Context: an optimization exercise on an open-source flow, tuned for small area, a short achievable clock period and few clock cycles per item. The choices shown serve that exercise and are no tape-out recipe. Function was checked by simulation only, so behaviour that the tests miss may differ from the original. Power and IR drop assume default switching activity.

## design/flow/design.v

```verilog
module mwadd_decode (
    input  wire [191:0] bundle,
    output wire         invalid,
    output wire [1:0]   cls,       
    output wire         sgn,
    output wire [31:0]  exp,
    output wire [6:0]   pm1,       
    output wire [127:0] sig
);
    wire [63:0] hdr  = bundle[63:0];
    wire [23:0] prec = hdr[55:32];
    assign sig = bundle[191:64];
    assign cls = hdr[57:56];
    assign sgn = hdr[58];
    assign exp = hdr[31:0];
    mwadd_dec #(.N(7)) u_pm1 (.a(prec[6:0]), .y(pm1));
    wire       prec_ok = (prec[23:8] == 16'd0) &&
                         (prec[7] ? (prec[6:0] == 7'd0) : (prec[6:0] != 7'd0));
    wire [1:0] nw      = pm1[6:5];
    wire [4:0] pad     = ~pm1[4:0];
    wire [3:0] wz;
    genvar k;
    generate
        for (k = 0; k < 4; k = k + 1) begin : g_wz
            assign wz[k] = (sig[32*k+31:32*k] == 32'd0);
        end
    endgenerate
    wire top_set = sig[{nw, 5'd31}];
    wire hi_zero = (nw == 2'd0) ? (wz[1] & wz[2] & wz[3]) :
                   (nw == 2'd1) ? (wz[2] & wz[3]) :
                   (nw == 2'd2) ? wz[3] : 1'b1;
    wire [31:0] lowm;    
    mwadd_therm u_lowm (.v(pad), .t(lowm));
    wire pad_zero = (sig[30:0] & lowm[30:0]) == 31'd0;
    wire fin_ok   = prec_ok && top_set && hi_zero && pad_zero;
    wire spec_ok  = (exp == 32'd0) && (prec == 24'd0) && (&wz) && !(cls == 2'b11 && sgn);
    assign invalid = (hdr[63:59] != 5'd0) || ((cls == 2'b01) ? !fin_ok : !spec_ok);
endmodule
module mwadd_add #(parameter N = 8) (
    input  wire [N-1:0] a,
    input  wire [N-1:0] b,
    input  wire         ci,
    output wire [N-1:0] s,
    output wire         co
);
    reg [N-1:0] g, p, kg, kp;
    integer m, l;
    always @* begin
        g = a & b;
        p = a ^ b;
        kg = g;
        kp = p;
        kg[0] = g[0] | (p[0] & ci);
        for (l = 0; (1 << l) < N; l = l + 1)
            for (m = 0; m < N; m = m + 1)
                if ((m >> l) & 1) begin
                    kg[m] = kg[m] | (kp[m] & kg[((m >> l) << l) - 1]);
                    kp[m] = kp[m] & kp[((m >> l) << l) - 1];
                end
    end
    assign s  = p ^ {kg[N-2:0], ci};
    assign co = kg[N-1];
endmodule
module mwadd_inc #(parameter N = 8) (
    input  wire [N-1:0] a,
    output wire [N-1:0] y
);
    reg [N-1:0] kp;
    integer m, l;
    always @* begin
        kp = a;
        for (l = 0; (1 << l) < N; l = l + 1)
            for (m = 0; m < N; m = m + 1)
                if ((m >> l) & 1)
                    kp[m] = kp[m] & kp[((m >> l) << l) - 1];
    end
    assign y = a ^ {kp[N-2:0], 1'b1};
endmodule
module mwadd_dec #(parameter N = 8) (
    input  wire [N-1:0] a,
    output wire [N-1:0] y
);
    wire [N-1:0] t;
    mwadd_inc #(.N(N)) u_inc (.a(~a), .y(t));
    assign y = ~t;
endmodule
module mwadd_gt #(parameter N = 8) (
    input  wire [N-1:0] a,
    input  wire [N-1:0] b,
    output wire         gt
);
    reg [N-1:0] cg, ce;
    integer j, lv;
    always @* begin
        cg = a & ~b;
        ce = ~(a ^ b);
        for (lv = 1; lv < N; lv = lv * 2)
            for (j = 0; j + lv < N; j = j + 2 * lv) begin
                cg[j] = cg[j + lv] | (ce[j + lv] & cg[j]);
                ce[j] = ce[j + lv] & ce[j];
            end
    end
    assign gt = cg[0];
endmodule
module mwadd_therm (
    input  wire [4:0]  v,
    output wire [31:0] t
);
    wire [1:0]  t1 = {1'b0, v[0]};
    wire [3:0]  t2 = v[1] ? {t1, 2'b11} : {2'b00, t1};
    wire [7:0]  t3 = v[2] ? {t2, 4'hF}  : {4'h0, t2};
    wire [15:0] t4 = v[3] ? {t3, 8'hFF} : {8'h0, t3};
    assign      t  = v[4] ? {t4, 16'hFFFF} : {16'h0, t4};
endmodule
module mwadd_align (
    input  wire [31:0]  cmd,
    input  wire [191:0] x,
    input  wire [191:0] y,
    output reg          fix,       
    output reg  [2:0]   fst,       
    output reg  [1:0]   fcls,      
    output reg          sgn,       
    output wire [129:0] sum,       
    output wire         st_low,    
    output wire [31:0]  ea,
    output wire [6:0]   ptm1,      
    output wire [2:0]   mode,
    output reg  [2:0]   regime
);
    wire [3:0]  opc = cmd[3:0];
    wire [2:0]  rm  = cmd[6:4];
    wire [23:0] tp  = cmd[31:8];
    wire illegal = (opc[3:2] != 2'd0) || cmd[7] || (rm[2] & rm[1]) ||
                   (opc[0] && rm != 3'd0) || (opc[1] && tp != 24'd0);
    wire badprec = !opc[1] && ((tp[23:8] != 16'd0) || (tp[7:0] == 8'd0) ||
                               (tp[7] && tp[6:0] != 7'd0));
    wire         x_inv, y_inv;
    wire [1:0]   x_cls, y_cls;
    wire         x_sgn, y_sgn;
    wire [31:0]  x_exp, y_exp;
    wire [6:0]   x_pm1, y_pm1;
    wire [127:0] x_sig, y_sig;
    mwadd_decode u_dx (.bundle(x), .invalid(x_inv), .cls(x_cls), .sgn(x_sgn),
                       .exp(x_exp), .pm1(x_pm1), .sig(x_sig));
    mwadd_decode u_dy (.bundle(y), .invalid(y_inv), .cls(y_cls), .sgn(y_sgn),
                       .exp(y_exp), .pm1(y_pm1), .sig(y_sig));
    wire x_fin = (x_cls == 2'b01);
    wire y_fin = (y_cls == 2'b01);
    wire both_fin = x_fin && y_fin;
    wire [6:0] x_ppm1 = x_fin ? x_pm1 : 7'd0;
    wire [6:0] y_ppm1 = y_fin ? y_pm1 : 7'd0;
    wire       xpp_gt;
    wire [6:0] tpm1;
    mwadd_gt  #(.N(7)) u_ppgt (.a(x_ppm1), .b(y_ppm1), .gt(xpp_gt));
    mwadd_dec #(.N(7)) u_tpm1 (.a(tp[6:0]), .y(tpm1));
    assign ptm1 = opc[1] ? (xpp_gt ? x_ppm1 : y_ppm1) : tpm1;
    assign mode = opc[0] ? 3'd0 : rm;
    wire        ygt;
    mwadd_gt #(.N(32)) u_egt (.a({~y_exp[31], y_exp[30:0]}), .b({~x_exp[31], x_exp[30:0]}), .gt(ygt));
    wire        swap = both_fin ? ygt : y_fin;
    wire [32:0] dxy;
    wire [7:0]  dyx;
    wire        dxy_co, dyx_co;
    mwadd_add #(.N(33)) u_dxy (.a({x_exp[31], x_exp}), .b(~{y_exp[31], y_exp}), .ci(1'b1),
                               .s(dxy), .co(dxy_co));
    mwadd_add #(.N(8))  u_dyx (.a(y_exp[7:0]), .b(~x_exp[7:0]), .ci(1'b1),
                               .s(dyx), .co(dyx_co));
    wire [7:0]  dabs = ygt ? dyx : dxy[7:0];
    wire        far  = ygt ? !((&dxy[31:8]) && (dxy[7] || (&dxy[6:0])))
                           : ((dxy[31:8] != 24'd0) || (dxy[7] && dxy[6:1] != 6'd0));
    wire [127:0] x_left = x_sig << {~x_pm1[6:5], 5'd0};
    wire [127:0] y_left = y_sig << {~y_pm1[6:5], 5'd0};
    wire [127:0] a_left = swap ? y_left : x_left;
    wire [127:0] b_left = swap ? x_left : y_left;
    assign ea = swap ? y_exp : x_exp;
    wire a_sgn = swap ? y_sgn : x_sgn;
    reg [128:0] v;
    reg         stk;
    integer k;
    always @* begin
        v   = {b_left, 1'b0};
        stk = 1'b0;
        for (k = 7; k >= 0; k = k - 1) begin
            if (dabs[k]) begin
                stk = stk | ((v & ((129'd1 << (1 << k)) - 129'd1)) != 129'd0);
                v   = v >> (1 << k);
            end
        end
    end
    wire [128:0] b_frame = (!both_fin || far) ? 129'd0 : v;
    assign st_low = both_fin && (far || stk);
    wire [127:0] s_hi;
    wire         s_co;
    mwadd_add #(.N(128)) u_add (.a(a_left), .b(b_frame[128:1]), .ci(1'b0), .s(s_hi), .co(s_co));
    assign sum = {s_co, s_hi, b_frame[0]};
    always @* begin
        fix  = 1'b1;
        fst  = 3'd0;
        fcls = 2'b00;
        sgn  = 1'b0;
        if (illegal) begin
            fst = 3'd1;
        end else if (badprec) begin
            fst = 3'd2;
        end else if (x_inv || y_inv) begin
            fst = 3'd3;
        end else if (x_cls == 2'b11 || y_cls == 2'b11) begin
            fcls = 2'b11;
        end else if (x_cls == 2'b10 && y_cls == 2'b10) begin
            fcls = (x_sgn == y_sgn) ? 2'b10 : 2'b11;
            sgn  = (x_sgn == y_sgn) && x_sgn;
        end else if (x_cls == 2'b10) begin
            fcls = 2'b10;
            sgn  = x_sgn;
        end else if (y_cls == 2'b10) begin
            fcls = 2'b10;
            sgn  = y_sgn;
        end else if (x_cls == 2'b00 && y_cls == 2'b00) begin
            sgn  = (x_sgn == y_sgn) ? x_sgn : (mode == 3'd1);
        end else if (both_fin && x_sgn != y_sgn) begin
            fst = 3'd6;
        end else begin
            fix = 1'b0;
            sgn = a_sgn;
        end
    end
    wire p_full = &ptm1[4:0];
    always @* begin
        if (!(both_fin && x_pm1 == y_pm1 && x_pm1 == ptm1)) regime = 3'd7;
        else if (ptm1[6:5] == 2'd3)                         regime = 3'd6;
        else                                                regime = {ptm1[6:5], p_full} + 3'd1;
    end
endmodule
module mwadd_round (
    input  wire         fix,
    input  wire [2:0]   fst,
    input  wire [1:0]   fcls,
    input  wire         sgn,
    input  wire [129:0] sum,
    input  wire         st_low,
    input  wire [31:0]  ea,
    input  wire [6:0]   ptm1,
    input  wire [2:0]   mode,
    input  wire [2:0]   regime,
    output wire [31:0]  rword,
    output wire [191:0] z
);
    wire       carry = sum[129];
    wire [1:0] nwt   = ptm1[6:5];       
    wire [4:0] rt    = ~ptm1[4:0];      
    wire [1:0] s     = ~nwt;            
    wire [129:0] sc  = carry ? {1'b0, sum[129:1]} : sum;
    wire [129:0] yv  = sc >> {s, 5'd0};
    wire         out_c = carry & sum[0];
    wire [2:0]   wnz;
    assign wnz[0] = sc[31:0]  != 32'd0;
    assign wnz[1] = sc[63:32] != 32'd0;
    assign wnz[2] = sc[95:64] != 32'd0;
    wire out_w = (s == 2'd0) ? 1'b0 :
                 (s == 2'd1) ? wnz[0] :
                 (s == 2'd2) ? (wnz[0] | wnz[1]) : (|wnz);
    wire [31:0] lowm;    
    mwadd_therm u_lowm (.v(rt), .t(lowm));
    wire rb  = yv[rt];
    wire lsb = yv[rt + 6'd1];
    wire sb  = ((yv[31:0] & lowm) != 32'd0) || out_c || out_w || st_low;
    wire inexact = rb | sb;
    reg inc;
    always @* begin
        case (mode)
            3'd0:    inc = rb && (sb || lsb);
            3'd1:    inc = inexact && sgn;
            3'd2:    inc = inexact && !sgn;
            3'd4:    inc = inexact;
            default: inc = 1'b0;
        endcase
    end
    wire [127:0] t = {yv[128:33], yv[32:1] | lowm};
    reg  [127:0] pa;    
    integer k, lv2;
    always @* begin
        pa = t;
        for (lv2 = 1; lv2 < 128; lv2 = lv2 * 2)
            for (k = 2 * lv2 - 1; k < 128; k = k + 2 * lv2)
                pa[k] = pa[k] & pa[k - lv2];
        for (lv2 = 32; lv2 >= 1; lv2 = lv2 / 2)
            for (k = 3 * lv2 - 1; k < 128; k = k + 2 * lv2)
                pa[k] = pa[k] & pa[k - lv2];
    end
    wire [127:0] flip = {pa[126:0], 1'b1} & {128{inc}};
    wire [127:0] rounded = t ^ flip;
    wire allones = pa[{nwt, 5'd31}];
    wire ovf = inc & allones;
    reg [127:0] zsig;
    always @* begin
        zsig = {rounded[127:32], rounded[31:0] & ~lowm};
        zsig[{nwt, 5'd31}] = 1'b1;
        if (nwt != 2'd3) zsig[{nwt + 2'd1, 5'd0}] = 1'b0;
    end
    wire [30:0] eah1;
    mwadd_inc #(.N(31)) u_ea (.a(ea[31:1]), .y(eah1));
    wire        ecin = (carry & ovf) | ((carry ^ ovf) & ea[0]);
    wire [31:0] eres = {ecin ? eah1 : ea[31:1], ea[0] ^ carry ^ ovf};
    wire ea_hi   = !ea[31] && (&ea[30:1]);
    wire ea_max  = ea_hi && ea[0];
    wire ea_max1 = ea_hi && !ea[0];
    wire exp_ovf = (ea_max & (carry | ovf)) | (ea_max1 & carry & ovf);
    wire [3:0] st = fix ? {1'b0, fst} :
                    (mode == 3'd5 && inexact) ? 4'd4 :
                    exp_ovf ? 4'd5 : 4'd0;
    wire ok = !fix && st == 4'd0;
    wire [1:0] ord = !inexact ? 2'b00 : ((inc == !sgn) ? 2'b01 : 2'b11);
    wire [6:0] pt7;
    mwadd_inc #(.N(7)) u_pt (.a(ptm1), .y(pt7));
    wire [7:0] pt  = {&ptm1, pt7};
    assign rword = ok ? {20'd0, inc, sb, rb, regime, ord, 4'd0} : {28'd0, st};
    assign z = ok  ? {zsig, 5'd0, sgn, 2'b01, 16'd0, pt, eres} :
               fix ? {133'd0, sgn, fcls, 56'd0} : 192'd0;
endmodule
module mwadd (
    input  wire         clk,
    input  wire         rst,
    input  wire         req_valid,
    output wire         req_ready,
    input  wire [31:0]  req_cmd,
    input  wire [191:0] req_x,
    input  wire [191:0] req_y,
    output wire         rsp_valid,
    input  wire         rsp_ready,
    output wire [31:0]  rsp_word,
    output wire [191:0] rsp_z
);
    reg busy;
    wire         fix_d, sgn_d, st_low_d;
    wire [2:0]   fst_d, mode_d, regime_d;
    wire [1:0]   fcls_d;
    wire [129:0] sum_d;
    wire [31:0]  ea_d;
    wire [6:0]   ptm1_d;
    mwadd_align u_align (
        .cmd(req_cmd), .x(req_x), .y(req_y),
        .fix(fix_d), .fst(fst_d), .fcls(fcls_d), .sgn(sgn_d),
        .sum(sum_d), .st_low(st_low_d), .ea(ea_d), .ptm1(ptm1_d),
        .mode(mode_d), .regime(regime_d));
    reg         fix_q, sgn_q, st_low_q;
    reg [2:0]   fst_q, mode_q, regime_q;
    reg [1:0]   fcls_q;
    reg [129:0] sum_q;
    reg [31:0]  ea_q;
    reg [6:0]   ptm1_q;
    always @(posedge clk) begin
        if (rst)
            busy <= 1'b0;
        else if (!busy)
            busy <= req_valid;
        else if (rsp_ready)
            busy <= 1'b0;
    end
    always @(posedge clk) begin
        if (!busy) begin
            fix_q    <= fix_d;
            fst_q    <= fst_d;
            fcls_q   <= fcls_d;
            sgn_q    <= sgn_d;
            sum_q    <= sum_d;
            st_low_q <= st_low_d;
            ea_q     <= ea_d;
            ptm1_q   <= ptm1_d;
            mode_q   <= mode_d;
            regime_q <= regime_d;
        end
    end
    mwadd_round u_round (
        .fix(fix_q), .fst(fst_q), .fcls(fcls_q), .sgn(sgn_q),
        .sum(sum_q), .st_low(st_low_q), .ea(ea_q), .ptm1(ptm1_q),
        .mode(mode_q), .regime(regime_q),
        .rword(rsp_word), .z(rsp_z));
    assign req_ready = !busy && !rst;
    assign rsp_valid = busy && !rst;
endmodule
```

## design/flow/constraint.sdc

```tcl
create_clock -name core_clock -period 34.0 [get_ports {clk}]
set_input_delay 6.8000 -clock core_clock [delete_from_list [all_inputs] [get_ports {clk}]]
set_output_delay 6.8000 -clock core_clock [all_outputs]
set_load 0.01 [all_outputs]
```

## design/flow/standard.sh

```bash
#!/bin/bash
# synth_recipe.tcl (not shown) runs the flow's synth.tcl, then flattens the netlist and writes it again
# the make line also repeats each setting of config.mk as NAME=value (left out here)
make -C /OpenROAD-flow-scripts/flow DESIGN_CONFIG=/design/flow/config.mk WORK_HOME=/design/flow/orfs CLKGATE_MAP_FILE= SYNTH_SCRIPT=/design/flow/synth_recipe.tcl "${@:-finish}"
```

## design/flow/flow/run.sh

```bash
#!/bin/bash
# The standard layout (standard.sh: unchanged synthesis, floorplan, placement,
# CTS, routing) at the design's SDC, except that repair_timing is asked to keep
# 20 ns of setup slack, so it keeps shortening paths past the 34 ns constraint.
# make's output goes to flow_make.log; each ORFS step logs under orfs/logs/.
set -euo pipefail
bash standard.sh SETUP_SLACK_MARGIN=20 finish > flow_make.log 2>&1
```

## design/flow/config.mk

```make
export PLATFORM = sky130hd
export DESIGN_NAME = mwadd
export DESIGN_NICKNAME = mwadd
export VERILOG_FILES = /design/flow/design.v
export SDC_FILE = /design/flow/constraint.sdc
export NUM_CORES = 4
export LEC_CHECK = 0
export CAP_MARGIN = 20
export CORE_MARGIN = 2
export CORE_UTILIZATION = 35
export SLEW_MARGIN = 20
```

==> results by group, run 1 <==
Layout
  • Layout Cells excl Fill: 8288
  • Layout cell share with drive strength beyond 1: 19.9%
  • Fin util: 48.2%
  • Area grow syn2layout: 36.5%
  • Most frequent cells in the layout: nand2_1 (759), nor2_1 (563), clkdlybuf4s50_1 (545), mux2i_1 (402), a21oi_1 (314)
  • Fin nets: a little over 7000
  • Commonest non-fill, non-tap cell in the layout: nand2_1

STA
  • RSZ-0062 raised after global routing: true
  • Worst relative slew slack: under 10%
  • Minimum clock period: 14720 ps
  • Setup TNS: 0 ps
  • Final setup violation count: 0
  • Max Fclk: slightly below 70 MHz
  • Final hold violation count: 0
  • Setup slack after layout: 19280 ps
  • Period Utilization, post-route: a little over two fifths
  • Final Skew: 24.2 ps
  • Final Max Slew Viols: 0
  • Worst Tran Pin Value: 1350 ps

Routing
  • Drt pass-1 iters: 6
  • DRC: 0
  • Vias/cell: slightly below 7
  • Final ANT Viol Nets: 0
  • Total Wirelength: 308 mm
  • Drt wl/cell: about 37 µm
  • Vias: 56287
  • Initial DRC Count: 8332

Die
  • Placement Rows: 129
  • Die Y-Extent: 358 µm
  • Ports: 646
  • Die W: 358 µm
  • Die area: 0.128 mm²
  • Core region area: roughly 0.12 mm²
  • Starting density of the core: 35.3%

GRT
  • Global-route wire length before repair: 420 mm
  • Largest net degree at the start of global routing: 117
  • GR Overflow Total: 0
  • GRT Util Overall: 46.6%
  • Initial antenna violation count: 59
  • Vias in the first global route: approximately 51000

Pwr
  • PwrDens: around 37 mW/mm²
  • Maximum VDD drop: 0.0288 mV
  • Pleak: 23.3 nW

Clocking
  • CTS H-Tree Depth: 4
  • CTS buffer count: 17
  • Cts hold-fix bufs: 0
  • Root Driver: clkbuf_16
  • Clock slew at reported path FFs: roughly 80 ps
  • CTS Buffer Depth: 2
  • Worst-skew pair later-pin latency: approximately 500 ps
  • Clock sink total: ~180
  • CTS tree: done

Logic synthesis
  • Netlist cell types: 111
  • Ys Warns: 10
  • EDFF count, synth: 183
  • Ys async rst share: 0%
  • Yosys reg bits: 184
  • Dominant synthesized flop cell: edfxtp_1
  • Post-Syn Area per Cell: 7.30 µm²
  • Cells taking the most area after synthesis: edfxtp_1 (13%), mux2i_1 (12%), nand2_1 (6.7%)
  • Synth Instances: 5993
  • Yosys top cell by area: edfxtp_1
  • Cell Area, Synth: 0.0438 mm²
  • Yosys top cell area share: 12.6%
  • Register area share after synthesis: 12.6%

Placed design
  • Placed cells: 7947
  • PortBufs: 603
  • Final GP Congestion: 1.10
  • Dpl hpwl: between 200 and 250 mm
  • Pre-CTS WS: ~16000 ps

Setup path
  • Worst Path Class, Setup: in -> reg
  • CP Max Fanout: 32
  • Critical Path Source Type: input pin
  • Worst path max stage delay: 430 ps
  • CP max stage cell: or3b_4
  • Arrival time at the worst endpoint: 14950 ps
  • Data required, critical path: 34220 ps
  • Worst setup EP type: flip-flop

Worst hold path
  • Hold WC Path Type: reg -> reg

Outcome
  • Status: timing/DRC/antenna clean

Flow run
  • Number of max-cap violations: 0
-- registers in the layout (all words and copies together) (netlist names) --
signal	count
sum_q	130
ea_q	32
ptm1_q	7
fst_q	3
mode_q	3
regime_q	3
fcls_q	2
busy	1
fix_q	1
sgn_q	1
st_low_q	1
-- through the flow --
stage | hold WS, ps | total power, mW | cell area, µm²
3_3_place_gp | 789 | 1.68 | 51400
5_1_grt | 845 | 2.26 | 59700
4_1_cts | 816 | 2.10 | 58600
3_5_place_dp | 798 | 1.68 | 51500
6_report | 803 | 2.22 | 59800
2_1_floorplan | 2960 | 1.13 | 44200
-- final cells by class --
| cell class | count | area (µm²) |
|---|---|---|
| Multi-Input combinational cell | 5187 | 39600 |
| Fill cell | 12283 | 64200 |
| Clock inverter | 14 | 156 |
| Antenna cell | 47 | 118 |
| Timing Repair Buffer | 1019 | 11200 |
| Inverter | 183 | 704 |
| Tap cell | 1637 | 2050 |
| Clock buffer | 17 | 425 |
| Sequential cell | 184 | 5520 |
-- synthesized netlist by cell type (17+ instances only) --
library cell	n
and4_1	19
a211oi_1	115
o21ai_0	352
nor2_1	594
ha_1	227
o32ai_1	27
or3_1	21
o21bai_1	22
buf_2	94
xor2_1	113
nand2_1	784
and3_1	62
o31ai_1	26
inv_1	179
nand4_1	79
a22oi_1	33
a21o_1	74
and2_1	74
o21a_1	37
buf_1	63
o211ai_1	36
a22o_1	44
a21oi_1	370
nand2b_1	46
mux4_2	116
a2bb2oi_1	35
buf_4	53
or2_2	29
nor4_1	164
xnor2_1	139
mux2i_1	519
mux2_2	79
nand3_1	242
o22ai_1	33
edfxtp_1	183
nor2b_1	49
nor3_1	200
clkbuf_1	260
a31oi_1	81
a32oi_1	17
-- repair_timing --
item	4_1_cts	5_1_grt
buffers inserted	158	53
gates cloned	49	0
resized for setup	912	125
endpoints found under the hold margin	0	0
endpoints found under the setup margin	311	111
pin swaps	151	92
-- routing by layer --
metal / wire [µm] / GRT usage [%] / share of wire [%] / vias to the layer above
li1: - / - / - / 23519
met1: 118000 / 58.7 / 38 / 27331
met2: 123000 / 65.6 / 40 / 4341
met3: 39500 / 16.7 / 13 / 1072
met4: 26800 / 33.4 / 8.7 / 24
met5: 152 / 0 / 0.049 / -
-- report_power, final --
part	switching, mW	internal, mW	total (mW)
registers	0.0596	0.284	0.344
logic	1.08	0.594	1.68
clock network	0.104	0.0981	0.202
-- final timing paths --
check | start | slack (ps) | end | depth (start not counted)
hold / removal | busy | 800 | sum_q[89] | 1
setup reg to reg | busy | 31150 | ea_q[27] | 3
hold reg to reg | busy | 800 | sum_q[89] | 1
setup / recovery | req_x[33] | 19280 | sum_q[92] | 38
-- kinds of logic (layout without fill, tap and decap cells) --
group           Yosys count  in the layout  synth area share (%)
other cells               1             89               0.00857
xor+xnor                252            252                  5.04
flops                   184            184                  12.6
fa+ha+maj               244            244                  7.24
simple gates           2441           2442                  26.4
mux                     716            717                  20.0
buf+inv                 665           1233                  6.63
compound gates         1490           1490                  22.2
-- critical path: cells and delay by family --
kind                     cells  cell delay, ps
AO/OA/AOI/OAI               18            3720
buffers and inverters        8            1570
AND/OR/NAND/NOR              6            1310
adder cells (fa/ha/maj)      3             800
multiplexers                 2             560
XOR/XNOR                     1             140
Testbench counts, summed over its fixed seeds: cycles 64,000, items 32,000.
==> run 2, diff against run 1 <==
--- a/design/flow/design.v
+++ b/design/flow/design.v
@@ -6,4 +6,5 @@
     output wire [31:0]  exp,
     output wire [6:0]   pm1,       
+    output wire [1:0]   nwo,       
     output wire [127:0] sig
 );
@@ -17,6 +18,8 @@
     wire       prec_ok = (prec[23:8] == 16'd0) &&
                          (prec[7] ? (prec[6:0] == 7'd0) : (prec[6:0] != 7'd0));
-    wire [1:0] nw      = pm1[6:5];
+    wire       plz     = (prec[4:0] == 5'd0);
+    wire [1:0] nw      = {prec[6] ^ (plz & ~prec[5]), prec[5] ^ plz};
     wire [4:0] pad     = ~pm1[4:0];
+    assign nwo = nw;
     wire [3:0] wz;
     genvar k;
@@ -113,4 +116,14 @@
     assign      t  = v[4] ? {t4, 16'hFFFF} : {16'h0, t4};
 endmodule
+module mwadd_isinc #(parameter N = 8) (
+    input  wire [N-1:0] a,
+    input  wire [N-1:0] b,
+    output wire         eq
+);
+    wire [N-1:0] nb = ~b;
+    wire [N-1:0] p  = a ^ nb;
+    wire [N-1:0] o  = a | nb;
+    assign eq = !p[0] && (p[N-1:1] == o[N-2:0]);
+endmodule
 module mwadd_align (
     input  wire [31:0]  cmd,
@@ -140,9 +153,10 @@
     wire [31:0]  x_exp, y_exp;
     wire [6:0]   x_pm1, y_pm1;
+    wire [1:0]   x_nw, y_nw;
     wire [127:0] x_sig, y_sig;
     mwadd_decode u_dx (.bundle(x), .invalid(x_inv), .cls(x_cls), .sgn(x_sgn),
-                       .exp(x_exp), .pm1(x_pm1), .sig(x_sig));
+                       .exp(x_exp), .pm1(x_pm1), .nwo(x_nw), .sig(x_sig));
     mwadd_decode u_dy (.bundle(y), .invalid(y_inv), .cls(y_cls), .sgn(y_sgn),
-                       .exp(y_exp), .pm1(y_pm1), .sig(y_sig));
+                       .exp(y_exp), .pm1(y_pm1), .nwo(y_nw), .sig(y_sig));
     wire x_fin = (x_cls == 2'b01);
     wire y_fin = (y_cls == 2'b01);
@@ -159,16 +173,19 @@
     mwadd_gt #(.N(32)) u_egt (.a({~y_exp[31], y_exp[30:0]}), .b({~x_exp[31], x_exp[30:0]}), .gt(ygt));
     wire        swap = both_fin ? ygt : y_fin;
-    wire [32:0] dxy;
-    wire [7:0]  dyx;
+    wire [7:0]  dxy, dyx;
     wire        dxy_co, dyx_co;
-    mwadd_add #(.N(33)) u_dxy (.a({x_exp[31], x_exp}), .b(~{y_exp[31], y_exp}), .ci(1'b1),
-                               .s(dxy), .co(dxy_co));
-    mwadd_add #(.N(8))  u_dyx (.a(y_exp[7:0]), .b(~x_exp[7:0]), .ci(1'b1),
-                               .s(dyx), .co(dyx_co));
-    wire [7:0]  dabs = ygt ? dyx : dxy[7:0];
-    wire        far  = ygt ? !((&dxy[31:8]) && (dxy[7] || (&dxy[6:0])))
-                           : ((dxy[31:8] != 24'd0) || (dxy[7] && dxy[6:1] != 6'd0));
-    wire [127:0] x_left = x_sig << {~x_pm1[6:5], 5'd0};
-    wire [127:0] y_left = y_sig << {~y_pm1[6:5], 5'd0};
+    mwadd_add #(.N(8)) u_dxy (.a(x_exp[7:0]), .b(~y_exp[7:0]), .ci(1'b1), .s(dxy), .co(dxy_co));
+    mwadd_add #(.N(8)) u_dyx (.a(y_exp[7:0]), .b(~x_exp[7:0]), .ci(1'b1), .s(dyx), .co(dyx_co));
+    wire [7:0]  dabs = ygt ? dyx : dxy;
+    wire [23:0] hx = x_exp[31:8], hy = y_exp[31:8];
+    wire        heq = (hx == hy);
+    wire        hxp1, hyp1;        
+    mwadd_isinc #(.N(24)) u_hxp1 (.a(hx), .b(hy), .eq(hxp1));
+    mwadd_isinc #(.N(24)) u_hyp1 (.a(hy), .b(hx), .eq(hyp1));
+    wire        fx   = !(heq | hxp1) | (dxy[7] & (dxy[6:1] != 6'd0)) | (hxp1 & dxy_co);
+    wire        fy   = !(heq | hyp1) | (dyx[7] & (dyx[6:1] != 6'd0)) | (hyp1 & dyx_co);
+    wire        far  = ygt ? fy : fx;
+    wire [127:0] x_left = x_sig << {~x_nw, 5'd0};
+    wire [127:0] y_left = y_sig << {~y_nw, 5'd0};
     wire [127:0] a_left = swap ? y_left : x_left;
     wire [127:0] b_left = swap ? x_left : y_left;
--- a/design/flow/config.mk
+++ b/design/flow/config.mk
@@ -8,4 +8,4 @@
 export CAP_MARGIN = 20
 export CORE_MARGIN = 2
-export CORE_UTILIZATION = 35
+export CORE_UTILIZATION = 45
 export SLEW_MARGIN = 20
==> results by group, run 2 <==
Outcome
  • Status: timing/DRC/antenna clean (unchanged)

Routing
  • Drt pass-1 iters: 14 (was 6)
  • DRC: 0 (unchanged)
  • Vias: 57008 (was 56287)
  • Final ANT Viol Nets: 0 (unchanged)
  • Total Wirelength: 298 mm (was 308 mm)
  • Initial DRC Count: 10479 (was 8332)
  • Vias/cell: 7.26 (was 6.79)
  • Drt wl/cell: 38.0 µm (was 37.1 µm)

STA
  • Worst relative slew slack: 12.1% (was 7.58%)
  • Max Fclk: 68.9 MHz (was 67.9 MHz)
  • Minimum clock period: 14510 ps (was 14720 ps)
  • Setup TNS: 0 ps (unchanged)
  • Final setup violation count: 0 (unchanged)
  • Hold slack: 815 ps (was 803 ps)
  • Final Skew: 14.3 ps (was 24.2 ps)
  • Period Utilization, post-route: 42.7% (was 43.3%)
  • RSZ-0062 raised after global routing: true (unchanged)
  • Worst Tran Pin Value: 1310 ps (was 1350 ps)
  • Final hold violation count: 0 (unchanged)
  • Setup slack after layout: 19490 ps (was 19280 ps)
  • Final Max Slew Viols: 0 (unchanged)

Pwr
  • PwrDens: 40.0 mW/mm² (was 37.2 mW/mm²)
  • Maximum VDD drop: 0.0416 mV (was 0.0288 mV)
  • Seq pwr share: 14.9% (was 15.5%)
  • Clock power frac: 8.7% (was 9.1%)
  • Combinational share of power: 76.4% (was 75.5%)
  • Net Sw Frac: 56.0% (was 56.1%)
  • Switching pwr: 1.31 mW (was 1.25 mW)
  • Pleak: 22.9 nW (was 23.3 nW)
  • Total power: 2.34 mW (was 2.22 mW)
  • Internal Pwr Total: 1.03 mW (was 976 µW)

Setup path
  • Worst reg2reg path depth: 3 (unchanged)
  • Reg2Reg Launch Point: busy (unchanged)
  • Worst path max stage delay: 530 ps (was 430 ps)
  • Setup crit end: sum_q[111] (was sum_q[92])
  • Worst r2r dst: ea_q[12] (was ea_q[27])
  • Worst path top cell family by delay: compound AO/OA/AOI/OAI gates (unchanged)
  • Worst setup path start: req_x[6] (was req_x[33])
  • Critical Path Source Type: input pin (unchanged)
  • Crit path depth: 39 (was 38)
  • Worst Path Class, Setup: in -> reg (unchanged)
  • Worst setup EP type: flip-flop (unchanged)
  • WP buf/inv: 9 (was 8)
  • CP Max Fanout: 5 (was 32)
  • Arrival time at the worst endpoint: 14780 ps (was 14950 ps)
  • Data required, critical path: 34270 ps (was 34220 ps)
  • CP max stage cell: mux2i_4 (was or3b_4)
  • R2R Setup Slk: 31180 ps (was 31150 ps)

Layout
  • Multi-input gate area: 0.0388 mm² (was 0.0396 mm²)
  • Commonest non-fill, non-tap cell in the layout: nand2_1 (unchanged)
  • Sequential standard cell area: 0.00552 mm² (unchanged)
  • Fin util: 60.7% (was 48.2%)
  • Most frequent cells in the layout: nand2_1 (636), nor2_1 (619), clkdlybuf4s50_1 (528), mux2i_1 (433), a21oi_1 (294) (was nand2_1 (759), nor2_1 (563), clkdlybuf4s50_1 (545), mux2i_1 (402), a21oi_1 (314))
  • Top Registers: sum_q x130, ea_q x32, ptm1_q x7 (unchanged)
  • Max reg flops: 130 (unchanged)
  • Final Cell Area: 0.0585 mm² (was 0.0598 mm²)
  • Most flop-heavy register: sum_q (unchanged)
  • Fin nets: 7182 (was 7255)
  • Area grow syn2layout: 34.4% (was 36.5%)
  • Layout Cells excl Fill: 7853 (was 8288)
  • Filler cells: 8777 (was 12283)
  • Layout cell share with drive strength beyond 1: 20.2% (was 19.9%)

Die
  • Die area: 0.0992 mm² (was 0.128 mm²)
  • Placement Rows: 114 (was 129)
  • Die W: 315 µm (was 358 µm)
  • Starting density of the core: 45.2% (was 35.3%)
  • Die Y-Extent: 315 µm (was 358 µm)
  • Core region area: 0.0963 mm² (was 0.124 mm²)
  • Ports: 646 (unchanged)

Logic synthesis
  • Synth cell count leaders: nand2_1 (647), nor2_1 (647), mux2i_1 (530) (was nand2_1 (784), nor2_1 (594), mux2i_1 (519))
  • Synth Instances: 5913 (was 5993)
  • Register area share after synthesis: 12.7% (was 12.6%)
  • Ys Warns: 9 (was 10)
  • Yosys reg bits: 184 (unchanged)
  • Yosys top cell area share: 12.6% (about the same)
  • Cells taking the most area after synthesis: edfxtp_1 (13%), mux2i_1 (12%), ha_1 (6.6%) (was edfxtp_1 (13%), mux2i_1 (12%), nand2_1 (6.7%))
  • Ys async rst share: 0% (unchanged)
  • Post-Syn Area per Cell: 7.36 µm² (was 7.30 µm²)
  • Netlist cell types: 93 (was 111)
  • Dominant synthesized flop cell: edfxtp_1 (unchanged)
  • Cell Area, Synth: 0.0435 mm² (was 0.0438 mm²)
  • EDFF count, synth: 183 (unchanged)
  • Yosys top cell by area: edfxtp_1 (unchanged)

GRT
  • Global-route wire length before repair: 407 mm (was 420 mm)
  • Largest net degree at the start of global routing: 116 (was 117)
  • GRT Util Overall: 58.0% (was 46.6%)
  • Initial antenna violation count: 67 (was 59)
  • GR Overflow Total: 0 (unchanged)
  • Vias in the first global route: 51613 (was 51490)

Placed design
  • PortBufs: 603 (unchanged)
  • Dpl hpwl: 221 mm (was 238 mm)
  • Placed cells: 7472 (was 7947)
  • Final GP Congestion: 1.15 (was 1.10)
  • Pre-CTS WS: 16370 ps (was 16280 ps)
  • Post-DP Area: 0.0505 mm² (was 0.0515 mm²)

Flow run
  • Number of max-cap violations: 0 (unchanged)

Clocking
  • Clock slew at reported path FFs: 90 ps (was 80 ps)
  • Worst-skew pair later-pin latency: 500 ps (was 510 ps)
  • CTS buffer count: 17 (unchanged)
  • Cts hold-fix bufs: 0 (unchanged)
  • Root Driver: clkbuf_16 (unchanged)
  • CTS tree: done (unchanged)
  • Clock sink total: 184 (unchanged)
  • CTS H-Tree Depth: 4 (unchanged)
  • CTS Buffer Depth: 2 (unchanged)

Worst hold path
  • Worst Hold Launch: busy (unchanged)
  • Hold WC Path Type: reg -> reg (unchanged)
## run 2: logic make-up (layout without fill, tap and decap cells)
logic type / after synthesis / after routing / share of synthesized area (%)
AOI/OAI and AO/OA: 1439 / 1441 / 21.2
xor gates and xnor gates: 283 / 284 / 5.70
adders and majority gates: 256 / 256 / 7.80
muxes: 785 / 785 / 21.3
DFF: 184 / 184 / 12.7
buffers and inverters: 669 / 1228 / 6.52
other: 1 / 99 / 0.00862
and+or+nand+nor: 2296 / 2300 / 24.8
## run 2: power by group through the flow
stage | registers, mW | logic (mW) | clock network [mW]
final | 0.349 | 1.79 | 0.202
after global routing | 0.346 | 1.79 | 0.212
after CTS | 0.340 | 1.59 | 0.206
after detailed placement | 0.345 | 1.32 | 0
after global placement | 0.344 | 1.33 | 0
after floorplan | 0.311 | 0.821 | 0
## run 2: routing by layer
metal  vias up  global-route usage (%)  wire length, µm
li1      23148                       -                -
met1     26985                    67.4           103000
met2      5348                    75.9           111000
met3      1499                    33.2            51300
met4        28                    47.5            31800
met5         -                    3.92              500
## run 2: layout make-up
cell class / count / area share, %
timing repair buffer: 1003 / 18.9
antenna: 57 / 0.244
inverter: 193 / 1.28
multi-input combinational: 5108 / 66.4
tap: 1276 / 2.73
clock buffer: 17 / 0.728
clock inverter: 15 / 0.287
sequential: 184 / 9.43
## run 2: timing repair
| item | 4_1_cts | 5_1_grt |
|---|---|---|
| setup endpoints to repair | 310 | 182 |
| setup buffers | 198 | 29 |
| gates resized for setup | 971 | 140 |
| cloned | 52 | 3 |
| pin swaps | 117 | 42 |
## run 2: worst min path at each step
stage / to / cells past startpoint
final: sum_q[116] / 1
after global routing: sum_q[120] / 1
after detailed placement: sum_q[121] / 1
after floorplan: busy / 4
after global placement: sum_q[121] / 1
after CTS: sum_q[114] / 1
Testbench counts of run 2, summed over its fixed seeds: cycles 64,000, items 32,000.
==> run 3, diff against run 2 <==
==> design/flow/flow/run.sh (replaced) <==
#!/bin/bash
# The standard layout (standard.sh: unchanged synthesis, floorplan, placement,
# CTS, routing) at the design's SDC, with two changes to how it optimises:
# - repair_timing is asked to keep 20 ns of setup slack, so it keeps shortening
#   paths past the 34 ns constraint;
# - buffer_ports still gives every input and output port its own buffer, but
#   starts from the smallest buffer cell (repair resizes it where timing needs).
# make's output goes to flow_make.log; each ORFS step logs under orfs/logs/.
set -euo pipefail
bash standard.sh SETUP_SLACK_MARGIN=20 "BUFFER_PORTS_ARGS=-buffer_cell sky130_fd_sc_hd__buf_1" finish > flow_make.log 2>&1
==> results by group, run 3 <==
Outcome
  • Status: timing/DRC/antenna clean (unchanged)

Layout
  • Layout Cells excl Fill: 7919 (was 7853)
  • Layout cell share with drive strength beyond 1: 20.3% (was 20.2%)
  • Top Registers: sum_q x130, ea_q x32, ptm1_q x7 (unchanged)
  • Commonest non-fill, non-tap cell in the layout: nand2_1 (unchanged)
  • Max reg flops: 130 (unchanged)
  • Most flop-heavy register: sum_q (unchanged)
  • Most frequent cells in the layout: nand2_1 (638), nor2_1 (617), buf_1 (558), mux2i_1 (425), buf_4 (330) (was nand2_1 (636), nor2_1 (619), clkdlybuf4s50_1 (528), mux2i_1 (433), a21oi_1 (294))
  • Fin nets: 7254 (was 7182)
  • Area grow syn2layout: 28.3% (was 34.4%)
  • Filler cells: 8974 (was 8777)

GRT
  • GR Overflow Total: 0 (unchanged)
  • GRT Util Overall: 58.4% (was 58.0%)
  • Global-route wire length before repair: 406 mm (was 407 mm)
  • Largest net degree at the start of global routing: 126 (was 116)
  • Vias in the first global route: 50768 (was 51613)
  • Initial antenna violation count: 67 (unchanged)

Logic synthesis
  • Yosys top cell area share: 12.6% (unchanged)
  • Cells taking the most area after synthesis: edfxtp_1 (13%), mux2i_1 (12%), ha_1 (6.6%) (unchanged)
  • Synth cell count leaders: nand2_1 (647), nor2_1 (647), mux2i_1 (530) (unchanged)
  • Dominant synthesized flop cell: edfxtp_1 (unchanged)
  • Yosys reg bits: 184 (unchanged)
  • Register area share after synthesis: 12.7% (unchanged)
  • EDFF count, synth: 183 (unchanged)
  • Ys Warns: 9 (unchanged)
  • Ys async rst share: 0% (unchanged)
  • Synth Instances: 5913 (unchanged)
  • Yosys top cell by area: edfxtp_1 (unchanged)
  • Cell Area, Synth: 0.0435 mm² (unchanged)
  • Post-Syn Area per Cell: 7.36 µm² (unchanged)
  • Netlist cell types: 93 (unchanged)

Setup path
  • Reg2Reg Launch Point: busy (unchanged)
  • Arrival time at the worst endpoint: 14980 ps (was 14780 ps)
  • CP max stage cell: a211oi_1 (was mux2i_4)
  • Critical Path Source Type: input pin (unchanged)
  • WP buf/inv: 11 (was 9)
  • Worst setup EP type: flip-flop (unchanged)
  • CP Max Fanout: 6 (was 5)
  • Data required, critical path: 34280 ps (was 34270 ps)
  • R2R Setup Slk: 31120 ps (was 31180 ps)
  • Worst setup path start: req_y[30] (was req_x[6])
  • Worst path max stage delay: 730 ps (was 530 ps)
  • Worst Path Class, Setup: in -> reg (unchanged)
  • Worst path top cell family by delay: compound AO/OA/AOI/OAI gates (unchanged)

Clocking
  • Worst-skew pair later-pin latency: 520 ps (was 500 ps)
  • Cts hold-fix bufs: 0 (unchanged)
  • CTS H-Tree Depth: 4 (unchanged)
  • CTS tree: done (unchanged)
  • Root Driver: clkbuf_16 (unchanged)
  • Clock slew at reported path FFs: 100 ps (was 90 ps)
  • CTS buffer count: 17 (unchanged)
  • Clock sink total: 184 (unchanged)
  • CTS Buffer Depth: 2 (unchanged)

Die
  • Die Y-Extent: 315 µm (unchanged)
  • Starting density of the core: 45.2% (unchanged)
  • Die area: 0.0992 mm² (unchanged)
  • Placement Rows: 114 (unchanged)
  • Die W: 315 µm (unchanged)
  • Ports: 646 (unchanged)
  • Core region area: 0.0963 mm² (unchanged)

STA
  • Setup TNS: 0 ps (unchanged)
  • Worst Tran Pin Value: 1360 ps (was 1310 ps)
  • Final setup violation count: 0 (unchanged)
  • Worst relative slew slack: 8.30% (was 12.1%)
  • Final hold violation count: 0 (unchanged)
  • Minimum clock period: 14700 ps (was 14510 ps)
  • Max Fclk: 68.0 MHz (was 68.9 MHz)
  • Final Skew: 23.9 ps (was 14.3 ps)
  • Period Utilization, post-route: 43.2% (was 42.7%)
  • RSZ-0062 raised after global routing: true (unchanged)
  • Final Max Slew Viols: 0 (unchanged)

Routing
  • Drt wl/cell: 38.7 µm (was 38.0 µm)
  • Final ANT Viol Nets: 0 (unchanged)
  • Initial DRC Count: 11259 (was 10479)
  • Vias/cell: 7.33 (was 7.26)
  • DRC: 0 (unchanged)
  • Total Wirelength: 306 mm (was 298 mm)
  • Drt pass-1 iters: 13 (was 14)
  • Vias: 58014 (was 57008)

Placed design
  • Dpl hpwl: 226 mm (was 221 mm)
  • PortBufs: 603 (unchanged)
  • Final GP Congestion: 1.15 (about the same)
  • Placed cells: 7504 (was 7472)

Pwr
  • Pleak: 22.0 nW (was 22.9 nW)
  • Maximum VDD drop: 0.0377 mV (was 0.0416 mV)
  • PwrDens: 42.7 mW/mm² (was 40.0 mW/mm²)

Flow run
  • Number of max-cap violations: 0 (unchanged)

Worst hold path
  • Worst Hold Launch: busy (unchanged)
  • Hold WC Path Type: reg -> reg (unchanged)
==> run 3: cell counts after synthesis <==
Identical to the previous run, type by type.
==> run 3: per-layer routing <==
| layer | track usage [%] | share of wire (%) | vias to the layer above |
|---|---|---|---|
| met5 | 3.72 | 0.29 | - |
| met4 | 49.0 | 11 | 47 |
| met3 | 30.9 | 17 | 1660 |
| met2 | 76.5 | 37 | 5655 |
| met1 | 68.8 | 34 | 27377 |
| li1 | - | - | 23275 |
==> run 3: logic make-up (layout without fill, tap and decap cells) <==
logic type / count (synthesis) / count (layout) / share of synthesized area (%)
XOR/XNOR: 283 / 283 / 5.70
multiplexers: 785 / 787 / 21.3
AO/OA/AOI/OAI: 1439 / 1442 / 21.2
other: 1 / 93 / 0.00862
buffers and inverters: 669 / 1301 / 6.52
AND/OR/NAND/NOR: 2296 / 2297 / 24.8
flip-flops: 184 / 184 / 12.7
adder cells (fa/ha/maj): 256 / 256 / 7.80
==> run 3: repair_timing <==
item / in CTS / in global routing
pin swaps: 102 / 92
setup buffers: 185 / 86
gates resized for setup: 701 / 241
cloned: 50 / 10
setup endpoints to repair: 307 / 181
==> run 3: stage by stage <==
stage / instance area (µm²) / worst slack (ps) / hold slack, ps / utilization (%) / power (mW)
6_report: 55800 / 19300 / 773 / 58.0 / 2.39
3_5_place_dp: 47000 / 16560 / 775 / 48.8 / 1.67
2_1_floorplan: 43900 / 20020 / 2960 / - / 1.13
5_1_grt: 55800 / 19360 / 809 / 58.0 / 2.38
3_3_place_gp: 46900 / 16600 / 763 / 48.8 / 1.67
4_1_cts: 53600 / 19750 / 780 / 55.7 / 2.15
==> run 3: layout make-up <==
| class | instances | area (µm²) | share of cell area [%] |
|---|---|---|---|
| antenna | 51 | 128 | 0.229 |
| clock buffer | 17 | 425 | 0.762 |
| clock inverter | 15 | 174 | 0.311 |
| inverter | 193 | 748 | 1.34 |
| multi-input combinational | 5107 | 38900 | 69.7 |
| sequential | 184 | 5520 | 9.88 |
| tap | 1276 | 1600 | 2.86 |
| timing repair buffer | 1076 | 8320 | 14.9 |
==> run 3: worst paths after layout <==
kind / end / cells past startpoint
max reg2reg: ea_q[20] / 3
min reg2reg: sum_q[119] / 1
max: sum_q[110] / 39
min: sum_q[119] / 1
==> run 3: where the power goes <==
group | leakage (nW) | internal [mW] | switching (mW)
clock network | 0.285 | 0.0987 | 0.108
registers | 1.94 | 0.284 | 0.0660
logic | 19.8 | 0.645 | 1.18
total | 22.0 | 1.03 | 1.36
==> run 4, diff against run 3 <==
==> design/flow/flow/run.sh (replaced) <==
#!/bin/bash
# The standard layout (standard.sh: unchanged synthesis, floorplan, placement,
# CTS, routing) at the design's SDC, with two changes to how it optimises:
# - repair_timing is asked to keep 19 ns of setup slack, so it keeps shortening
#   paths past the 34 ns constraint;
# - buffer_ports still gives every input and output port its own buffer, but
#   starts from the smallest buffer cell (repair resizes it where timing needs).
# make's output goes to flow_make.log; each ORFS step logs under orfs/logs/.
set -euo pipefail
bash standard.sh SETUP_SLACK_MARGIN=19 "BUFFER_PORTS_ARGS=-buffer_cell sky130_fd_sc_hd__buf_1" finish > flow_make.log 2>&1
==> results by group, run 4 <==
Pwr
  • Net Sw Frac: 58.4% (was 56.9%)
  • Combinational share of power: 75.1% (was 76.7%)
  • Total power: 2.22 mW (was 2.39 mW)
  • Maximum VDD drop: 0.0424 mV (was 0.0377 mV)
  • Internal Pwr Total: 926 µW (was 1.03 mW)
  • Switching pwr: 1.30 mW (was 1.36 mW)
  • Seq pwr share: 15.6% (was 14.7%)
  • Pleak: 20.1 nW (was 22.0 nW)
  • Clock power frac: 9.2% (was 8.7%)
  • PwrDens: 43.3 mW/mm² (was 42.7 mW/mm²)

Layout
  • Most flop-heavy register: sum_q (unchanged)
  • Most frequent cells in the layout: nand2_1 (643), nor2_1 (626), buf_1 (591), mux2i_1 (457), a21oi_1 (318) (was nand2_1 (638), nor2_1 (617), buf_1 (558), mux2i_1 (425), buf_4 (330))
  • Commonest non-fill, non-tap cell in the layout: nand2_1 (unchanged)
  • Max reg flops: 130 (unchanged)
  • Area grow syn2layout: 18.0% (was 28.3%)
  • Fin nets: 7049 (was 7254)
  • Layout cell share with drive strength beyond 1: 14.1% (was 20.3%)
  • Filler cells: 9449 (was 8974)
  • Top Registers: sum_q x130, ea_q x32, ptm1_q x7 (unchanged)

Routing
  • Initial DRC Count: 10001 (was 11259)
  • Drt pass-1 iters: 9 (was 13)
  • Vias/cell: 7.24 (was 7.33)
  • Drt wl/cell: 38.6 µm (was 38.7 µm)
  • Total Wirelength: 298 mm (was 306 mm)
  • Vias: 55833 (was 58014)
  • Final ANT Viol Nets: 0 (unchanged)
  • DRC: 0 (unchanged)

Setup path
  • Worst path top cell family by delay: compound AO/OA/AOI/OAI gates (unchanged)
  • Critical Path Source Type: input pin (unchanged)
  • Worst Path Class, Setup: in -> reg (unchanged)
  • Worst path max stage delay: 610 ps (was 730 ps)
  • WP buf/inv: 6 (was 11)
  • CP max stage cell: mux2i_4 (was a211oi_1)
  • CP Max Fanout: 17 (was 6)
  • Worst setup EP type: flip-flop (unchanged)
  • Data required, critical path: 34240 ps (was 34280 ps)
  • Arrival time at the worst endpoint: 15350 ps (was 14980 ps)

Logic synthesis
  • Cells taking the most area after synthesis: edfxtp_1 (13%), mux2i_1 (12%), ha_1 (6.6%) (unchanged)
  • Synth Instances: 5913 (unchanged)
  • Yosys top cell area share: 12.6% (unchanged)
  • Cell Area, Synth: 0.0435 mm² (unchanged)
  • Yosys top cell by area: edfxtp_1 (unchanged)
  • Register area share after synthesis: 12.7% (unchanged)
  • Yosys reg bits: 184 (unchanged)
  • Dominant synthesized flop cell: edfxtp_1 (unchanged)
  • Ys Warns: 9 (unchanged)
  • EDFF count, synth: 183 (unchanged)
  • Post-Syn Area per Cell: 7.36 µm² (unchanged)
  • Ys async rst share: 0% (unchanged)
  • Synth cell count leaders: nand2_1 (647), nor2_1 (647), mux2i_1 (530) (unchanged)
  • Netlist cell types: 93 (unchanged)

Die
  • Die area: 0.0992 mm² (unchanged)
  • Die Y-Extent: 315 µm (unchanged)
  • Starting density of the core: 45.2% (unchanged)
  • Ports: 646 (unchanged)
  • Die W: 315 µm (unchanged)
  • Placement Rows: 114 (unchanged)
  • Core region area: 0.0963 mm² (unchanged)

STA
  • Final Max Slew Viols: 2 (was 0)
  • Final setup violation count: 0 (unchanged)
  • Period Utilization, post-route: 44.4% (was 43.2%)
  • Hold slack: 837 ps (was 773 ps)
  • Setup slack after layout: 18890 ps (was 19300 ps)
  • Final Skew: 12.3 ps (was 23.9 ps)
  • Worst relative slew slack: -0.882% (was 8.30%)
  • Final hold violation count: 0 (unchanged)
  • Minimum clock period: 15110 ps (was 14700 ps)
  • Setup TNS: 0 ps (unchanged)
  • Max Fclk: 66.2 MHz (was 68.0 MHz)
  • Worst Tran Pin Value: 1500 ps (was 1360 ps)
  • RSZ-0062 raised after global routing: true (unchanged)

Clocking
  • Cts hold-fix bufs: 0 (unchanged)
  • CTS Buffer Depth: 2 (unchanged)
  • CTS tree: done (unchanged)
  • Clock sink total: 184 (unchanged)
  • Root Driver: clkbuf_16 (unchanged)
  • CTS buffer count: 17 (unchanged)
  • CTS H-Tree Depth: 4 (unchanged)
  • Clock slew at reported path FFs: 80 ps (was 100 ps)
  • Worst-skew pair later-pin latency: 490 ps (was 520 ps)

Placed design
  • Final GP Congestion: 1.14 (was 1.15)
  • PortBufs: 603 (unchanged)
  • Dpl hpwl: 227 mm (was 226 mm)
  • Pre-CTS WS: 15700 ps (was 16560 ps)

GRT
  • GRT Util Overall: 56.7% (was 58.4%)
  • Global-route wire length before repair: 393 mm (was 406 mm)
  • Vias in the first global route: 48544 (was 50768)
  • GR Overflow Total: 0 (unchanged)
  • Largest net degree at the start of global routing: 142 (was 126)
  • Initial antenna violation count: 55 (was 67)

Outcome
  • Layout Check Failures: max-capacitance violations
  • Status: finished with violations (was timing/DRC/antenna clean)

Flow run
  • Number of max-cap violations: 1 (was 0)

Worst hold path
  • Hold WC Path Type: reg -> reg (unchanged)
run 4: final timing paths:
kind             start          to  slack, ps  cells after the start
min reg2reg       busy  sum_q[113]        840                      1
max reg2reg       busy    ea_q[22]      31180                      3
min               busy  sum_q[113]        840                      1
max          req_x[18]  sum_q[115]      18890                     37
run 4: final cells by class:
type	count	area (µm²)	share of cell area (%)
tap	1276	1600	3.11
clock buffer	19	443	0.863
sequential	184	5520	10.7
clock inverter	13	151	0.295
inverter	193	733	1.43
multi-input combinational	5106	37300	72.7
antenna	48	120	0.234
timing repair buffer	872	5440	10.6
run 4: kinds of logic (layout without fill, tap and decap cells):
kind of cell               Yosys count  count (layout)  synth area share (%)
and+or+nand+nor                   2296            2296                  24.8
AOI/OAI and AO/OA                 1439            1441                  21.2
muxes                              785             787                  21.3
buffers and inverters              669            1097                  6.52
xor gates and xnor gates           283             284                  5.70
adders and majority gates          256             256                  7.80
DFF                                184             184                  12.7
other                                1              90               0.00862
run 4: layer usage:
metal	vias up	share of wire [%]	track usage, %
met2	5169	38	75.3
met5	-	0.20	2.03
met4	34	10	44.7
met3	1376	17	28.5
li1	22823	-	-
met1	26431	35	68.1
run 4: power by group through the flow:
stage	registers, mW	clock network [mW]	logic [mW]
after global placement	0.342	0	1.33
after detailed placement	0.343	0	1.33
after floorplan	0.311	0	0.817
after CTS	0.338	0.208	1.41
after global routing	0.344	0.215	1.67
final	0.347	0.206	1.67
run 4: metrics by stage:
stage,util (%),area [µm²],std cells
2_1_floorplan,-,43700,5954
4_1_cts,50.8,48900,7574
6_report,53.3,51300,7711
3_5_place_dp,48.6,46800,7493
3_3_place_gp,48.6,46800,7492
5_1_grt,53.3,51300,7689
run 4: what timing repair did:
action | CTS | global route
endpoints found under the setup margin | 240 | 182
setup buffers | 31 | 67
resized for setup | 202 | 292
gates cloned | 18 | 18
pin swaps | 10 | 31
==> run 5, diff against run 4 <==
--- a/design/flow/config.mk
+++ b/design/flow/config.mk
@@ -6,5 +6,5 @@
 export NUM_CORES = 4
 export LEC_CHECK = 0
-export CAP_MARGIN = 20
+export CAP_MARGIN = 30
 export CORE_MARGIN = 2
 export CORE_UTILIZATION = 45
==> results by group, run 5 <==
Outcome
  • Status: timing/DRC/antenna clean (was finished with violations)

Layout
  • Max reg flops: 130 (unchanged)
  • Most frequent cells in the layout: nand2_1 (644), nor2_1 (624), buf_1 (590), mux2i_1 (459), a21oi_1 (323) (was nand2_1 (643), nor2_1 (626), buf_1 (591), mux2i_1 (457), a21oi_1 (318))
  • Most flop-heavy register: sum_q (unchanged)
  • Commonest non-fill, non-tap cell in the layout: nand2_1 (unchanged)
  • Top Registers: sum_q x130, ea_q x32, ptm1_q x7 (unchanged)
  • Fin nets: 7075 (was 7049)
  • Filler cells: 9443 (was 9449)
  • Area grow syn2layout: 18.0% (about the same)
  • Layout Cells excl Fill: 7731 (was 7711)
  • Layout cell share with drive strength beyond 1: 14.3% (was 14.1%)

Clocking
  • Root Driver: clkbuf_16 (unchanged)
  • Worst-skew pair later-pin latency: 510 ps (was 490 ps)
  • CTS Buffer Depth: 2 (unchanged)
  • Clock sink total: 184 (unchanged)
  • CTS tree: done (unchanged)
  • Clock slew at reported path FFs: 70 ps (was 80 ps)
  • CTS H-Tree Depth: 4 (unchanged)
  • CTS buffer count: 17 (unchanged)

Logic synthesis
  • Ys Warns: 9 (unchanged)
  • Yosys top cell area share: 12.6% (unchanged)
  • Ys async rst share: 0% (unchanged)
  • Synth Instances: 5913 (unchanged)
  • EDFF count, synth: 183 (unchanged)
  • Post-Syn Area per Cell: 7.36 µm² (unchanged)
  • Yosys top cell by area: edfxtp_1 (unchanged)
  • Cell Area, Synth: 0.0435 mm² (unchanged)
  • Netlist cell types: 93 (unchanged)
  • Cells taking the most area after synthesis: edfxtp_1 (13%), mux2i_1 (12%), ha_1 (6.6%) (unchanged)
  • Yosys reg bits: 184 (unchanged)
  • Synth cell count leaders: nand2_1 (647), nor2_1 (647), mux2i_1 (530) (unchanged)
  • Register area share after synthesis: 12.7% (unchanged)
  • Dominant synthesized flop cell: edfxtp_1 (unchanged)

Routing
  • Final ANT Viol Nets: 0 (unchanged)
  • Vias: 55721 (was 55833)
  • Drt wl/cell: 38.2 µm (was 38.6 µm)
  • Initial DRC Count: 9992 (was 10001)
  • Drt pass-1 iters: 10 (was 9)
  • Vias/cell: 7.21 (was 7.24)
  • DRC: 0 (unchanged)
  • Total Wirelength: 295 mm (was 298 mm)

STA
  • Period Utilization, post-route: 44.1% (was 44.4%)
  • Worst Tran Pin Value: 1220 ps (was 1500 ps)
  • Final Skew: 8.97 ps (was 12.3 ps)
  • Minimum clock period: 15000 ps (was 15110 ps)
  • Final setup violation count: 0 (unchanged)
  • Worst relative slew slack: 18.3% (was -0.882%)
  • RSZ-0062 raised after global routing: true (unchanged)
  • Max Fclk: 66.7 MHz (was 66.2 MHz)
  • Final hold violation count: 0 (unchanged)
  • Final Max Slew Viols: 0 (was 2)
  • Hold slack: 837 ps (about the same)
  • Setup TNS: 0 ps (unchanged)

Setup path
  • CP Max Fanout: 6 (was 17)
  • Most used cell along the critical path: buf_4
  • Worst path max stage delay: 650 ps (was 610 ps)
  • Worst setup EP type: flip-flop (unchanged)
  • Data required, critical path: 34290 ps (was 34240 ps)
  • Arrival time at the worst endpoint: 15290 ps (was 15350 ps)
  • CP max stage cell: o31ai_2 (was mux2i_4)
  • Worst Path Class, Setup: in -> reg (unchanged)
  • Critical Path Source Type: input pin (unchanged)

Placed design
  • Final GP Congestion: 1.14 (unchanged)
  • Dpl hpwl: 227 mm (about the same)
  • Placed cells: 7506 (was 7493)
  • PortBufs: 603 (unchanged)

Die
  • Die W: 315 µm (unchanged)
  • Core region area: 0.0963 mm² (unchanged)
  • Die area: 0.0992 mm² (unchanged)
  • Ports: 646 (unchanged)
  • Die Y-Extent: 315 µm (unchanged)
  • Placement Rows: 114 (unchanged)
  • Starting density of the core: 45.2% (unchanged)

Pwr
  • Maximum VDD drop: 0.0454 mV (was 0.0424 mV)
  • PwrDens: 42.9 mW/mm² (was 43.3 mW/mm²)
  • Total power: 2.20 mW (was 2.22 mW)
  • Pleak: 20.2 nW (was 20.1 nW)

Worst hold path
  • Hold WC Path Type: reg -> reg (unchanged)

GRT
  • GRT Util Overall: 56.5% (was 56.7%)
  • M2 GR Usage: 74.9% (was 75.3%)
  • GR Util met1: 67.9% (was 68.1%)
  • GR Overflow Total: 0 (unchanged)
  • GR peak layer: met2 (unchanged)
  • Global-route wire length before repair: 392 mm (was 393 mm)
  • Met3 usage: 26.8% (was 28.5%)
  • Vias in the first global route: 49008 (was 48544)
  • Largest net degree at the start of global routing: 142 (unchanged)
  • Initial antenna violation count: 52 (was 55)

Flow run
  • Number of max-cap violations: 0 (was 1)
[run 5: timing repair]
item,in CTS,in global routing
endpoints found under the setup margin,240,127
cloned,18,13
setup buffers,38,74
hold buffers,0,0
resized for setup,219,257
pin swaps,17,37
[run 5: routing by layer]
layer / wire (µm) / up-vias
met1: 104000 / 26416
li1: - / 22851
met5: 396 / -
met2: 111000 / 5125
met3: 48500 / 1307
met4: 31600 / 22
[run 5: power breakdown]
part	total [mW]	switching [mW]	internal [mW]
Sequential	0.347	0.0632	0.284
Combinational	1.65	1.12	0.532
Clock	0.207	0.101	0.106
[run 5: worst max-delay path: cells and delay by family]
family / cells / cell delay (ps)
AO/OA/AOI/OAI: 14 / 3180
buffers and inverters: 11 / 1710
multiplexers: 4 / 1400
AND/OR/NAND/NOR: 7 / 1100
adder cells (fa/ha/maj): 3 / 930
XOR/XNOR: 1 / 130
[run 5: layout make-up]
class,instances,area (µm²),share of cell area (%)
Tap cell,1276,1600,3.11
Inverter,193,733,1.43
Timing Repair Buffer,899,5640,11.0
Multi-Input combinational cell,5105,37200,72.4
Sequential cell,184,5520,10.7
Clock buffer,19,443,0.863
Antenna cell,42,105,0.205
Clock inverter,13,151,0.295
[run 5: cell families (layout without fill, tap and decap cells)]
family | after synthesis | in the layout | synth area share, %
flops | 184 | 184 | 12.7
fa+ha+maj | 256 | 256 | 7.80
mux | 785 | 786 | 21.3
xor+xnor | 283 | 284 | 5.70
simple gates | 2296 | 2296 | 24.8
buf+inv | 669 | 1124 | 6.52
other cells | 1 | 84 | 0.00862
compound gates | 1439 | 1441 | 21.2
[run 5: final timing paths]
kind	start	to	slack [ps]	cells past startpoint
min reg2reg	busy	sum_q[116]	840	1
max reg2reg	busy	ea_q[22]	31420	4
max	req_x[16]	sum_q[88]	19000	40
min	busy	sum_q[116]	840	1
[run 5: through the flow]
step	setup WS, ps	util, %	area, µm²
2_1_floorplan	19050	-	43700
3_3_place_gp	15740	48.6	46800
3_5_place_dp	16020	48.7	46900
4_1_cts	19000	51.1	49200
5_1_grt	18910	53.3	51300
6_report	19000	53.3	51300
==> run 6, diff against run 5 <==
--- a/design/flow/config.mk
+++ b/design/flow/config.mk
@@ -8,4 +8,4 @@
 export CAP_MARGIN = 30
 export CORE_MARGIN = 2
-export CORE_UTILIZATION = 45
+export CORE_UTILIZATION = 50
 export SLEW_MARGIN = 20
==> results by group, run 6 <==
Outcome
  • Status: timing/DRC/antenna clean (unchanged)

STA
  • Final setup violation count: 0 (unchanged)
  • Final hold violation count: 0 (unchanged)
  • Period Utilization, post-route: 44.3% (was 44.1%)
  • RSZ-0062 raised after global routing: true (unchanged)
  • Worst Tran Pin Value: 1230 ps (was 1220 ps)
  • Setup slack after layout: 18920 ps (was 19000 ps)
  • Worst relative slew slack: 17.7% (was 18.3%)
  • Final Skew: 27.0 ps (was 8.97 ps)
  • Max Fclk: 66.3 MHz (was 66.7 MHz)

Setup path
  • Critical Path Source Type: input pin (unchanged)
  • Most used cell along the critical path: inv_1 (was buf_4)
  • Worst path max stage delay: 770 ps (was 650 ps)
  • Data required, critical path: 34250 ps (was 34290 ps)
  • Worst setup EP type: flip-flop (unchanged)
  • CP max stage cell: nor2_1 (was o31ai_2)
  • Worst Path Class, Setup: in -> reg (unchanged)

Pwr
  • Pleak: 20.5 nW (was 20.2 nW)
  • PwrDens: 42.1 mW/mm² (was 42.9 mW/mm²)
  • Maximum VDD drop: 0.0444 mV (was 0.0454 mV)

Layout
  • Commonest non-fill, non-tap cell in the layout: nand2_1 (unchanged)
  • Most flop-heavy register: sum_q (unchanged)
  • Area grow syn2layout: 18.9% (was 18.0%)
  • Most frequent cells in the layout: nand2_1 (640), nor2_1 (629), buf_1 (588), mux2i_1 (459), a21oi_1 (319) (was nand2_1 (644), nor2_1 (624), buf_1 (590), mux2i_1 (459), a21oi_1 (323))
  • Fin nets: 7100 (was 7075)
  • Layout Cells excl Fill: 7640 (was 7731)
  • Layout cell share with drive strength beyond 1: 14.8% (was 14.3%)
  • Final Cell Area: 0.0518 mm² (was 0.0513 mm²)
  • Top Registers: sum_q x130, ea_q x32, ptm1_q x7 (unchanged)

Placed design
  • Final GP Congestion: 1.16 (was 1.14)
  • Pre-CTS WS: 15250 ps (was 16020 ps)
  • Post-DP Area: 0.0466 mm² (was 0.0469 mm²)
  • Placed cells: 7379 (was 7506)
  • PortBufs: 603 (unchanged)
  • Dpl hpwl: 216 mm (was 227 mm)

Routing
  • Final ANT Viol Nets: 0 (unchanged)
  • Vias/cell: 7.47 (was 7.21)
  • DRC: 0 (unchanged)
  • Initial DRC Count: 11270 (was 9992)
  • Drt wl/cell: 36.9 µm (was 38.2 µm)
  • Total Wirelength: 282 mm (was 295 mm)

Logic synthesis
  • EDFF count, synth: 183 (unchanged)
  • Yosys top cell area share: 12.6% (unchanged)
  • Yosys top cell by area: edfxtp_1 (unchanged)
  • Netlist cell types: 93 (unchanged)
  • Synth Instances: 5913 (unchanged)
  • Register area share after synthesis: 12.7% (unchanged)
  • Cell Area, Synth: 0.0435 mm² (unchanged)
  • Ys async rst share: 0% (unchanged)
  • Synth cell count leaders: nand2_1 (647), nor2_1 (647), mux2i_1 (530) (unchanged)
  • Cells taking the most area after synthesis: edfxtp_1 (13%), mux2i_1 (12%), ha_1 (6.6%) (unchanged)

GRT
  • Vias in the first global route: 49711 (was 49008)
  • GR peak layer: met2 (unchanged)
  • GR Overflow Total: 0 (unchanged)
  • GRT Util Overall: 59.3% (was 56.5%)
  • Met3 usage: 29.6% (was 26.8%)
  • Initial antenna violation count: 44 (was 52)

Die
  • Die W: 299 µm (was 315 µm)
  • Die area: 0.0894 mm² (was 0.0992 mm²)
  • Starting density of the core: 50.3% (was 45.2%)
  • Core region area: 0.0865 mm² (was 0.0963 mm²)
  • Die Y-Extent: 299 µm (was 315 µm)

Clocking
  • Worst-skew pair later-pin latency: 510 ps (about the same)
  • CTS H-Tree Depth: 4 (unchanged)
  • CTS tree: done (unchanged)
  • Cts hold-fix bufs: 0 (unchanged)
  • CTS buffer count: 17 (unchanged)
  • Clock slew at reported path FFs: 90 ps (was 70 ps)
  • CTS Buffer Depth: 2 (unchanged)
  • Root Driver: clkbuf_16 (unchanged)

Worst hold path
  • Hold WC Path Type: reg -> reg (unchanged)
==> run 6: worst paths after layout <==
path	endpoint	cells after the start	start	slack, ps
worst max-delay path	sum_q[94]	39	req_x[32]	18920
worst min-delay path	sum_q[83]	1	busy	810
worst max register to register	ea_q[11]	4	busy	31430
worst min register to register	sum_q[83]	1	busy	810
==> run 6: through the flow <==
| step | util, % | total power, mW |
|---|---|---|
| 6_report | 59.8 | 2.18 |
| 5_1_grt | 59.7 | 2.18 |
| 4_1_cts | 56.7 | 1.94 |
| 3_5_place_dp | 53.9 | 1.65 |
| 3_3_place_gp | 53.8 | 1.64 |
| 2_1_floorplan | - | 1.13 |
==> run 6: area by class of cell <==
cell class                      instances  area (µm²)
Multi-Input combinational cell       5106       37300
Fill cell                            7946       34700
Timing Repair Buffer                  923        6020
Antenna cell                           47         118
Clock inverter                         15         155
Clock buffer                           17         425
Inverter                              193         729
Sequential cell                       184        5520
Tap cell                             1155        1450
==> run 6: cell families (layout without fill, tap and decap cells) <==
| group | count (synthesis) | count (layout) | share of synthesized area (%) |
|---|---|---|---|
| other | 1 | 89 | 0.00862 |
| XOR/XNOR | 283 | 285 | 5.70 |
| AND/OR/NAND/NOR | 2296 | 2297 | 24.8 |
| buffers and inverters | 669 | 1148 | 6.52 |
| adder cells (fa/ha/maj) | 256 | 256 | 7.80 |
| flip-flops | 184 | 184 | 12.7 |
| multiplexers | 785 | 785 | 21.3 |
| AO/OA/AOI/OAI | 1439 | 1441 | 21.2 |
==> run 6: timing repair <==
item / 4_1_cts / 5_1_grt
cloned: 21 / 17
gates resized for setup: 210 / 313
pin swaps: 19 / 42
setup buffers: 41 / 91
setup endpoints to repair: 272 / 210
==> run 6: worst max-delay path, delay by kind of cell <==
kind / cells / cell delay [ps]
xor gates and xnor gates: 1 / 350
adders and majority gates: 5 / 1540
muxes: 4 / 840
AOI/OAI and AO/OA: 12 / 2730
buffers and inverters: 9 / 1280
and+or+nand+nor: 8 / 1750
==> run 6: power breakdown <==
part / switching [mW] / internal, mW / total [mW]
registers: 0.0668 / 0.284 / 0.351
clock network: 0.105 / 0.104 / 0.209
logic: 1.08 / 0.542 / 1.62
total: 1.25 / 0.930 / 2.18
==> run 6: layer usage <==
metal / vias to the layer above / routed length, µm
met5: - / 807
met4: 30 / 32300
met3: 1709 / 48600
met2: 5901 / 106000
met1: 26495 / 94300
li1: 22949 / -

Check on run 6: ideal ports give 18.925 ns setup slack; a clkbuf_16 on the clock port and buf_2 on the inputs give 18.966 ns; moving port delays by the midpoint clock arrival (0.566 ns) as well gives 18.401 ns.
